Source: an optimization exercise on an open RTL-to-GDS flow (aim: small area and few clock cycles). Production flows keep margins and buffers that such runs may drop.
In this exercise RTL edits were held to simulation tests only and were not proved equivalent to the original.
No activity file was given, so power comes from the tool's default toggle rates.

## run.sh

```bash
#!/bin/bash
# synth_recipe.tcl (not shown) runs the flow's synth.tcl, then flattens the netlist and writes it again
# the make line also repeats each setting of config.mk as NAME=value (left out here)
make -C /OpenROAD-flow-scripts/flow DESIGN_CONFIG=/design/flow/config.mk WORK_HOME=/design/flow/orfs CLKGATE_MAP_FILE= SYNTH_SCRIPT=/design/flow/synth_recipe.tcl finish
```

## config.mk

```make
export PLATFORM = sky130hd
export DESIGN_NAME = pid_proto
export DESIGN_NICKNAME = pid_proto
export VERILOG_FILES = /design/flow/design.v
export SDC_FILE = /design/flow/constraint.sdc
export NUM_CORES = 4
export LEC_CHECK = 0
export CAP_MARGIN = 20
export CORE_MARGIN = 2
export CORE_UTILIZATION = 40
export SLEW_MARGIN = 20
```

## constraint.sdc

```tcl
create_clock -name core_clock -period 4.0 [get_ports {clk}]
set_input_delay 0.8000 -clock core_clock [delete_from_list [all_inputs] [get_ports {clk}]]
set_output_delay 0.8000 -clock core_clock [all_outputs]
set_load 0.01 [all_outputs]
```

## design.v

```verilog
module pid_proto (
    input  wire        clk,
    input  wire        rst,           
    input  wire        cmd_valid,
    output wire        cmd_ready,
    input  wire [31:0] cmd,
    output reg         rsp_valid,
    output reg  [7:0]  rsp_status,
    output reg  [31:0] rsp_value,
    output reg  [1:0]  rsp_count,
    output reg  [7:0]  rsp_byte0,
    output reg  [7:0]  rsp_byte1
);
    localparam [7:0] ST_OK         = 8'h00;
    localparam [7:0] ST_PROTOCOL   = 8'h01;
    localparam [7:0] ST_CHECKSUM   = 8'h02;
    localparam [7:0] ST_VALIDATION = 8'h03;
    localparam [7:0] ST_ILLEGAL    = 8'h04;
    localparam [7:0] OP_ENC       = 8'h10;
    localparam [7:0] OP_DEC       = 8'h11;
    localparam [7:0] OP_CRC_INIT  = 8'h20;
    localparam [7:0] OP_CRC_FEED  = 8'h21;
    localparam [7:0] OP_CRC_TAG   = 8'h22;
    localparam [7:0] OP_VFY_INIT  = 8'h30;
    localparam [7:0] OP_VFY_FEED  = 8'h31;
    localparam [7:0] OP_VFY_END   = 8'h32;
    localparam [7:0] OP_FTX_BEGIN = 8'h40;
    localparam [7:0] OP_FTX_BYTE  = 8'h41;
    localparam [7:0] OP_FTX_END   = 8'h42;
    localparam [7:0] OP_FRX_INIT  = 8'h50;
    localparam [7:0] OP_FRX_BYTE  = 8'h51;
    localparam [7:0] OP_FRX_END   = 8'h52;
    localparam [7:0] OP_FRX_STAT  = 8'h53;
    localparam [7:0] DLE = 8'h10;
    localparam [7:0] STX = 8'h02;
    localparam [7:0] ETX = 8'h03;
    localparam [2:0] RX_START = 3'd0;
    localparam [2:0] RX_HDR   = 3'd1;
    localparam [2:0] RX_DATA  = 3'd2;
    localparam [2:0] RX_ESC   = 3'd3;
    localparam [2:0] RX_DONE  = 3'd4;
    localparam [2:0] RX_ERROR = 3'd7;
    localparam [3:0] WHY_NONE       = 4'd0;
    localparam [3:0] WHY_SHORT      = 4'd1;
    localparam [3:0] WHY_NO_DLE     = 4'd2;
    localparam [3:0] WHY_NO_STX     = 4'd3;
    localparam [3:0] WHY_BAD_ESCAPE = 4'd4;
    localparam [3:0] WHY_TRAILING   = 4'd5;
    localparam [3:0] WHY_TRUNCATED  = 4'd6;
    localparam [20:0] CP_REPLACEMENT = 21'h00FFFD;
    function [15:0] crc_step;
        input [15:0] c_in;
        input [7:0]  b;
        reg   [15:0] c;
        integer      i;
        begin
            c = c_in ^ {8'h00, b};
            for (i = 0; i < 8; i = i + 1) begin
                if (c[0])
                    c = (c >> 1) ^ 16'h8408;
                else
                    c = c >> 1;
            end
            crc_step = c;
        end
    endfunction
    function is_permitted_ascii;
        input [20:0] c;
        begin
            is_permitted_ascii =
                (c >= 21'h41 && c <= 21'h5A) ||        
                (c >= 21'h61 && c <= 21'h7A) ||        
                (c >= 21'h30 && c <= 21'h39) ||        
                (c == 21'h20) ||                       
                (c == 21'h21) || (c == 21'h23) || (c == 21'h24) || (c == 21'h26) ||
                (c == 21'h27) || (c == 21'h28) || (c == 21'h29) || (c == 21'h2A) ||
                (c == 21'h2B) || (c == 21'h2C) || (c == 21'h2D) || (c == 21'h2E) ||
                (c == 21'h2F) || (c == 21'h3A) || (c == 21'h3B) || (c == 21'h3C) ||
                (c == 21'h3D) || (c == 21'h3E) || (c == 21'h3F) || (c == 21'h5C);
        end
    endfunction
    function [8:0] enc_rom;
        input [20:0] cp;
        begin
            if (is_permitted_ascii(cp))
                enc_rom = {1'b1, cp[7:0]};
            else begin
                case (cp)
                    21'h0000B7: enc_rom = {1'b1, 8'h80};    
                    21'h002022: enc_rom = {1'b1, 8'h81};    
                    21'h002500: enc_rom = {1'b1, 8'h82};    
                    21'h002501: enc_rom = {1'b1, 8'h83};    
                    21'h002588: enc_rom = {1'b1, 8'h84};    
                    21'h002581: enc_rom = {1'b1, 8'h85};    
                    default:    enc_rom = {1'b0, 8'h00};
                endcase
            end
        end
    endfunction
    function [20:0] dec_rom;
        input [7:0] b;
        begin
            if (is_permitted_ascii({13'd0, b}))
                dec_rom = {13'd0, b};
            else begin
                case (b)
                    8'h22:   dec_rom = 21'h000027;    
                    8'h80:   dec_rom = 21'h0000B7;
                    8'h81:   dec_rom = 21'h002022;
                    8'h82:   dec_rom = 21'h002500;
                    8'h83:   dec_rom = 21'h002501;
                    8'h84:   dec_rom = 21'h002588;
                    8'h85:   dec_rom = 21'h002581;
                    8'h86:   dec_rom = 21'h002581;
                    8'h87:   dec_rom = 21'h002581;
                    default: dec_rom = CP_REPLACEMENT;
                endcase
            end
        end
    endfunction
    reg [15:0] crc;
    reg [15:0] vcrc;
    reg [7:0]  vhold0;
    reg [7:0]  vhold1;
    reg [1:0]  vcnt;
    reg [2:0]  rxs;
    reg [3:0]  rxwhy;
    wire [7:0]  op      = cmd[31:24];
    wire [7:0]  arg_b   = cmd[7:0];
    wire [20:0] arg_cp  = cmd[20:0];
    wire        zero_f0 = (cmd[23:0] == 24'd0);
    wire        zero_fb = (cmd[23:8] == 16'd0);
    wire        zero_fc = (cmd[23:21] == 3'd0);
    reg legal;
    always @(*) begin
        case (op)
            OP_ENC:                                  legal = zero_fc;
            OP_DEC, OP_CRC_FEED, OP_VFY_FEED,
            OP_FTX_BYTE, OP_FRX_BYTE:                legal = zero_fb;
            OP_CRC_INIT, OP_CRC_TAG, OP_VFY_INIT,
            OP_VFY_END, OP_FTX_BEGIN, OP_FTX_END,
            OP_FRX_INIT, OP_FRX_END, OP_FRX_STAT:    legal = zero_f0;
            default:                                 legal = 1'b0;
        endcase
    end
    reg [15:0] crc_n;
    reg [15:0] vcrc_n;
    reg [7:0]  vhold0_n;
    reg [7:0]  vhold1_n;
    reg [1:0]  vcnt_n;
    reg [2:0]  rxs_n;
    reg [3:0]  rxwhy_n;
    reg [7:0]  status_n;
    reg [31:0] value_n;
    reg [1:0]  count_n;
    reg [7:0]  byte0_n;
    reg [7:0]  byte1_n;
    reg [8:0]  enc_r;
    reg [15:0] recv_tag;
    reg [15:0] exp_tag;
    reg [15:0] tag;
    always @(*) begin
        crc_n    = crc;
        vcrc_n   = vcrc;
        vhold0_n = vhold0;
        vhold1_n = vhold1;
        vcnt_n   = vcnt;
        rxs_n    = rxs;
        rxwhy_n  = rxwhy;
        status_n = ST_OK;
        value_n  = 32'd0;
        count_n  = 2'd0;
        byte0_n  = 8'h00;
        byte1_n  = 8'h00;
        enc_r    = enc_rom(arg_cp);
        recv_tag = {vhold1, vhold0};
        exp_tag  = vcrc ^ 16'hFFFF;
        tag      = crc ^ 16'hFFFF;
        if (!legal) begin
            status_n = ST_ILLEGAL;
            value_n  = cmd;
        end else begin
            case (op)
                OP_ENC: begin
                    if (enc_r[8]) begin
                        count_n = 2'd1;
                        byte0_n = enc_r[7:0];
                    end else begin
                        status_n = ST_VALIDATION;
                        value_n  = {11'd0, arg_cp};
                    end
                end
                OP_DEC: begin
                    value_n = {11'd0, dec_rom(arg_b)};
                end
                OP_CRC_INIT: begin
                    crc_n = 16'hFFFF;
                end
                OP_CRC_FEED: begin
                    crc_n = crc_step(crc, arg_b);
                end
                OP_CRC_TAG: begin
                    value_n = {16'd0, tag};
                    count_n = 2'd2;
                    byte0_n = tag[7:0];
                    byte1_n = tag[15:8];
                end
                OP_VFY_INIT: begin
                    vcrc_n   = 16'hFFFF;
                    vhold0_n = 8'h00;
                    vhold1_n = 8'h00;
                    vcnt_n   = 2'd0;
                end
                OP_VFY_FEED: begin
                    if (vcnt == 2'd0) begin
                        vhold0_n = arg_b;
                        vcnt_n   = 2'd1;
                    end else if (vcnt == 2'd1) begin
                        vhold1_n = arg_b;
                        vcnt_n   = 2'd2;
                    end else begin
                        count_n  = 2'd1;
                        byte0_n  = vhold0;
                        vcrc_n   = crc_step(vcrc, vhold0);
                        vhold0_n = vhold1;
                        vhold1_n = arg_b;
                    end
                end
                OP_VFY_END: begin
                    vcrc_n   = 16'hFFFF;
                    vhold0_n = 8'h00;
                    vhold1_n = 8'h00;
                    vcnt_n   = 2'd0;
                    if (vcnt < 2'd2) begin
                        status_n = ST_PROTOCOL;
                        value_n  = {28'd0, WHY_SHORT};
                    end else begin
                        value_n = {exp_tag, recv_tag};
                        if (recv_tag != exp_tag)
                            status_n = ST_CHECKSUM;
                    end
                end
                OP_FTX_BEGIN: begin
                    count_n = 2'd2;
                    byte0_n = DLE;
                    byte1_n = STX;
                end
                OP_FTX_BYTE: begin
                    if (arg_b == DLE) begin
                        count_n = 2'd2;
                        byte0_n = DLE;
                        byte1_n = DLE;
                    end else begin
                        count_n = 2'd1;
                        byte0_n = arg_b;
                    end
                end
                OP_FTX_END: begin
                    count_n = 2'd2;
                    byte0_n = DLE;
                    byte1_n = ETX;
                end
                OP_FRX_INIT: begin
                    rxs_n   = RX_START;
                    rxwhy_n = WHY_NONE;
                end
                OP_FRX_BYTE: begin
                    case (rxs)
                        RX_START: begin
                            if (arg_b == DLE)
                                rxs_n = RX_HDR;
                            else begin
                                rxs_n    = RX_ERROR;
                                rxwhy_n  = WHY_NO_DLE;
                                status_n = ST_PROTOCOL;
                                value_n  = {28'd0, WHY_NO_DLE};
                            end
                        end
                        RX_HDR: begin
                            if (arg_b == STX)
                                rxs_n = RX_DATA;
                            else begin
                                rxs_n    = RX_ERROR;
                                rxwhy_n  = WHY_NO_STX;
                                status_n = ST_PROTOCOL;
                                value_n  = {28'd0, WHY_NO_STX};
                            end
                        end
                        RX_DATA: begin
                            if (arg_b == DLE)
                                rxs_n = RX_ESC;
                            else begin
                                count_n = 2'd1;
                                byte0_n = arg_b;
                            end
                        end
                        RX_ESC: begin
                            if (arg_b == DLE) begin
                                count_n = 2'd1;
                                byte0_n = DLE;
                                rxs_n   = RX_DATA;
                            end else if (arg_b == ETX) begin
                                rxs_n = RX_DONE;
                            end else begin
                                rxs_n    = RX_ERROR;
                                rxwhy_n  = WHY_BAD_ESCAPE;
                                status_n = ST_PROTOCOL;
                                value_n  = {28'd0, WHY_BAD_ESCAPE};
                            end
                        end
                        RX_DONE: begin
                            rxs_n    = RX_ERROR;
                            rxwhy_n  = WHY_TRAILING;
                            status_n = ST_PROTOCOL;
                            value_n  = {28'd0, WHY_TRAILING};
                        end
                        default: begin   
                            status_n = ST_PROTOCOL;
                            value_n  = {28'd0, rxwhy};
                        end
                    endcase
                end
                OP_FRX_END: begin
                    if (rxs == RX_ERROR) begin
                        status_n = ST_PROTOCOL;
                        value_n  = {28'd0, rxwhy};
                    end else if (rxs != RX_DONE) begin
                        status_n = ST_PROTOCOL;
                        value_n  = {28'd0, WHY_TRUNCATED};
                    end
                    rxs_n   = RX_START;
                    rxwhy_n = WHY_NONE;
                end
                OP_FRX_STAT: begin
                    value_n = {24'd0, rxwhy, 1'b0, rxs};
                end
                default: begin
                end
            endcase
        end
    end
    assign cmd_ready = 1'b1;
    wire accept = cmd_valid && cmd_ready;
    always @(posedge clk) begin
        if (rst) begin
            crc        <= 16'hFFFF;
            vcrc       <= 16'hFFFF;
            vhold0     <= 8'h00;
            vhold1     <= 8'h00;
            vcnt       <= 2'd0;
            rxs        <= RX_START;
            rxwhy      <= WHY_NONE;
            rsp_valid  <= 1'b0;
            rsp_status <= 8'h00;
            rsp_value  <= 32'd0;
            rsp_count  <= 2'd0;
            rsp_byte0  <= 8'h00;
            rsp_byte1  <= 8'h00;
        end else begin
            rsp_valid <= accept;
            if (accept) begin
                crc        <= crc_n;
                vcrc       <= vcrc_n;
                vhold0     <= vhold0_n;
                vhold1     <= vhold1_n;
                vcnt       <= vcnt_n;
                rxs        <= rxs_n;
                rxwhy      <= rxwhy_n;
                rsp_status <= status_n;
                rsp_value  <= value_n;
                rsp_count  <= count_n;
                rsp_byte0  <= byte0_n;
                rsp_byte1  <= byte1_n;
            end
        end
    end
endmodule
```

==> results.txt <==
## cell usage after synthesis (11+ instances only)
cell / instances
sky130_fd_sc_hd__a211oi_1: 14
sky130_fd_sc_hd__a21oi_1: 60
sky130_fd_sc_hd__a221oi_1: 16
sky130_fd_sc_hd__a22oi_1: 11
sky130_fd_sc_hd__and3_1: 22
sky130_fd_sc_hd__buf_2: 13
sky130_fd_sc_hd__clkbuf_1: 55
sky130_fd_sc_hd__dfxtp_1: 110
sky130_fd_sc_hd__nand2_1: 89
sky130_fd_sc_hd__nand2b_1: 11
sky130_fd_sc_hd__nand3_1: 12
sky130_fd_sc_hd__nand4_1: 12
sky130_fd_sc_hd__nor2_1: 87
sky130_fd_sc_hd__nor3_1: 37
sky130_fd_sc_hd__o21ai_0: 71
sky130_fd_sc_hd__or2_2: 13
sky130_fd_sc_hd__xnor2_1: 34
sky130_fd_sc_hd__xor2_1: 27
## critical path: cells and delay by family
kind	cells	cell delay (ns)
and+or+nand+nor	2	0.40
buffers and inverters	1	0.56
AOI/OAI and AO/OA	5	1.96
## state kept, by name, summed over array words and instances, names as in the netlist
| register | cells |
|---|---|
| crc | 16 |
| rxwhy | 3 |
| vhold1 | 8 |
| rsp_byte1 | 8 |
| vhold0 | 8 |
| rsp_value | 32 |
| vcrc | 16 |
| rxs | 3 |
| vcnt | 2 |
| rsp_valid | 1 |
| rsp_status | 3 |
| rsp_count | 2 |
| rsp_byte0 | 8 |
## cell type report
type / instances / area, um2 / share of cell area, %
Tap cell: 220 / 275 / 3.27
Sequential cell: 110 / 2200 / 26.2
Inverter: 9 / 33.8 / 0.402
Clock inverter: 4 / 48.8 / 0.581
Timing Repair Buffer: 147 / 1330 / 15.8
Multi-Input combinational cell: 692 / 4290 / 51.0
Clock buffer: 9 / 225 / 2.68
## logic make-up (layout without fill, tap and decap cells)
family | after synthesis | after routing
simple gates | 344 | 344
compound gates | 272 | 272
xor+xnor | 61 | 61
buf+inv | 90 | 169
flops | 110 | 110
mux | 9 | 9
other cells | 2 | 6
## final timing paths
check / startpoint / end / cells past startpoint
setup / recovery: cmd[1] / rsp_byte0[1] / 8
hold / removal: rsp_byte1[4] / rsp_byte1[4] / 2
setup reg to reg: rxs[0] / rxwhy[0] / 7
hold reg to reg: rsp_byte1[4] / rsp_byte1[4] / 2
## where the power goes
group / leakage, nW / switching (mW) / internal (mW)
Clock: 0.137 / 0.419 / 0.476
Combinational: 1.84 / 0.170 / 0.137
Sequential: 0.894 / 0.0123 / 1.11
Total: 2.87 / 0.601 / 1.73
## layer usage
| metal | vias up | part of all wire (%) | routed length, um |
|---|---|---|---|
| li1 | 3386 | - | - |
| met1 | 3319 | 46 | 11300 |
| met2 | 348 | 42 | 10400 |
| met3 | 55 | 9.2 | 2290 |
| met4 | 0 | 3.3 | 824 |
| met5 | - | 0 | 0 |
==> qor.yml <==
final_common_cell: "sky130_fd_sc_hd__dfxtp_1"
timing_hold_violations_final: 0
asyncSetResetFlopFracSynth_pct: 0
placedInstanceArea_um2: 8130
drcViolationCount: 0
drt-wirelength-per-cell_um: 20.8
grt_max_degree: 37
synth-edff-count: 0
synth_xor_area_share_pct: 7.77
final_min_period_over_clock_period_pct: 86.5
layout_min_cycle_time_ns: 3.46
rsz0062_at_grt: "false"
path_cells: "clkdlybuf4s50_1 -> or3b_2 -> a21oi_1 -> a2111oi_1 -> nor3_2 -> o31ai_1 -> a221oi_1 -> a211oi_1"
maxClockFrequency_mhz: 289
clock_insertion_delay_worst_skew_ns: 0.36
global_route.usage.met1_pct: 40.4
timing.slew.headroom_pct: 33.0
cts.repair.resized: 0
die_w_um: 135
critical_path_data_arrival_time_ns: 3.73
layout.nets: 1004
initial_utilization_pct: 41.2
data_required_time_at_the_worst_endpoint_ns: 4.27
compound_gate_portion_of_the_synthesized_area_pct: 27.3
grt-ovfl-total: 0
critical-path-max-stage-delay_ns: 0.83
grtUsageMet2_pct: 40.1
cts_clock_pin_slew_for_the_worst_setup_and_hold_paths_ns: 0.08
portBuffers: 88
final_area_um2: 8410
crit_type: "in2reg"
ys_dominant_reg_cell: "sky130_fd_sc_hd__dfxtp_1"
register_to_register_setup_slack_ns: 1.23
number_of_h_tree_branching_levels: 3
maxCapViolCount: 0
yosys_warnings: 1
synth_cell_types: 84
synth_top_area_share_pct: 32.0
postRouteWirelength_um: 24800
io_pins: 95
grt_util_met3_pct: 6.68
globalRouteTotalUtil_pct: 27.8
antennaDiodeCount: 0
synth.largest_area_cell: "sky130_fd_sc_hd__dfxtp_1"
final.hold.worst_slack_ns: 0.471
grt_first_pass_wirelength_um: 39200
fraction_of_layout_instances_using_a_drive_strength_above_1_pct: 10.8
drt-initial-drc-count: 904
floorplan.core_area_um2: 16700
final_cell_mix: "110 x sky130_fd_sc_hd__dfxtp_1, 89 x sky130_fd_sc_hd__nand2_1, 87 x sky130_fd_sc_hd__nor2_1, 87 x sky130_fd_sc_hd__clkdlybuf4s50_1, 71 x sky130_fd_sc_hd__o21ai_0"
first_global_vias: 6724
timing.final.ws_setup_ns: 0.541
final_core_utilization_pct: 50.3
setup_violations: 0
areaGrowthSynthToFinish_pct: 22.3
max-clock-path-buffers: 2
drt.antenna.violating_nets: 0
end_kind: "flip-flop"
power.leakage_nw: 2.87
power_per_cell_area_nw_per_um2: 277
preCtsSetupSlack_ns: 0.251
fin_worst_skew_ns: 0.00788
grt_antenna_before_repair: 0
avgViaCountPerCell: 5.97
synth_top_family_by_area: "compound AO/OA/AOI/OAI gates"
gp_congestion: 0.945
critical_path.max_fanout: 10
final.fill_count: 1682
vias: 7108
cts.sinks: 110
synth-seq-cells: 110
place.detailed.instances: 1178
cts.root.buffer_cell: "sky130_fd_sc_hd__clkbuf_16"
run_status: "finished clean"
irDropWorstVdd_v: 0.000271
core.rowCount: 47
final_cells: 1191
postCtsSetupRepairBufs: 0
holdCritPathClass: "reg2reg"
post_synth_main_area_contributors: "sky130_fd_sc_hd__dfxtp_1 32%, sky130_fd_sc_hd__o21ai_0 5.2%, sky130_fd_sc_hd__nand2_1 4.9%"
start_kind: "primary input"
slowest_stage_cell_crit_path: "sky130_fd_sc_hd__o31ai_1"
cts_tree: "built"
worst_tran_pin_value_ns: 0.997
synth_adder_area_share_pct: 0
avg_cell_area_syn_um2: 7.74
floorplan.die_area_um2: 18300
slew_limit_fails: 0
cts_bufs_inserted: 9
share_of_synthesized_area_spent_on_multiplexers_pct: 1.31
synthSimpleGateAreaFrac_pct: 25.6
netlist_area_um2: 6880
ys_seq_area_share_pct: 32.0
post_synth_inst_count: 888
die_height_um: 135
totalNegativeSetupSlack_ns: 0
finalPower_mw: 2.33
dp_hpwl_um: 18300
grt_most_used_layer: "met1"
drt_pass1_iterations: 6
post_cts_hold_buffer_count: 0
Testbench counts, summed over its fixed seeds: cycles 48,189.

## re-timing with driven ports
The results above use ideal ports. As a check the final layout listed here was re-extracted and re-timed, cells and wires unchanged. Step 1, drivers: a clkbuf_16 drives clk and a buf_2 each remaining input, both assumed. Step 2, shift: input delay + t, output delay - t, t = (earliest + latest rising clock arrival at the registers) / 2. This alone moves slack from input paths to output paths. Three values: no drivers, after step 1, after step 2; two values: the first two.
shift t [ns]: 0.399
setup slack, ns: 0.541 / 0.564 / 0.165
latest minus earliest clock arrival (ns): 0.011 / 0.011
worst data-port slew with drivers (ns): 0.05
cell pins on the clock port's net: 1
After both steps this run still meets setup and hold. The setup slack of this run moves by +0.023 ns with the drivers and by -0.376 ns with both steps.
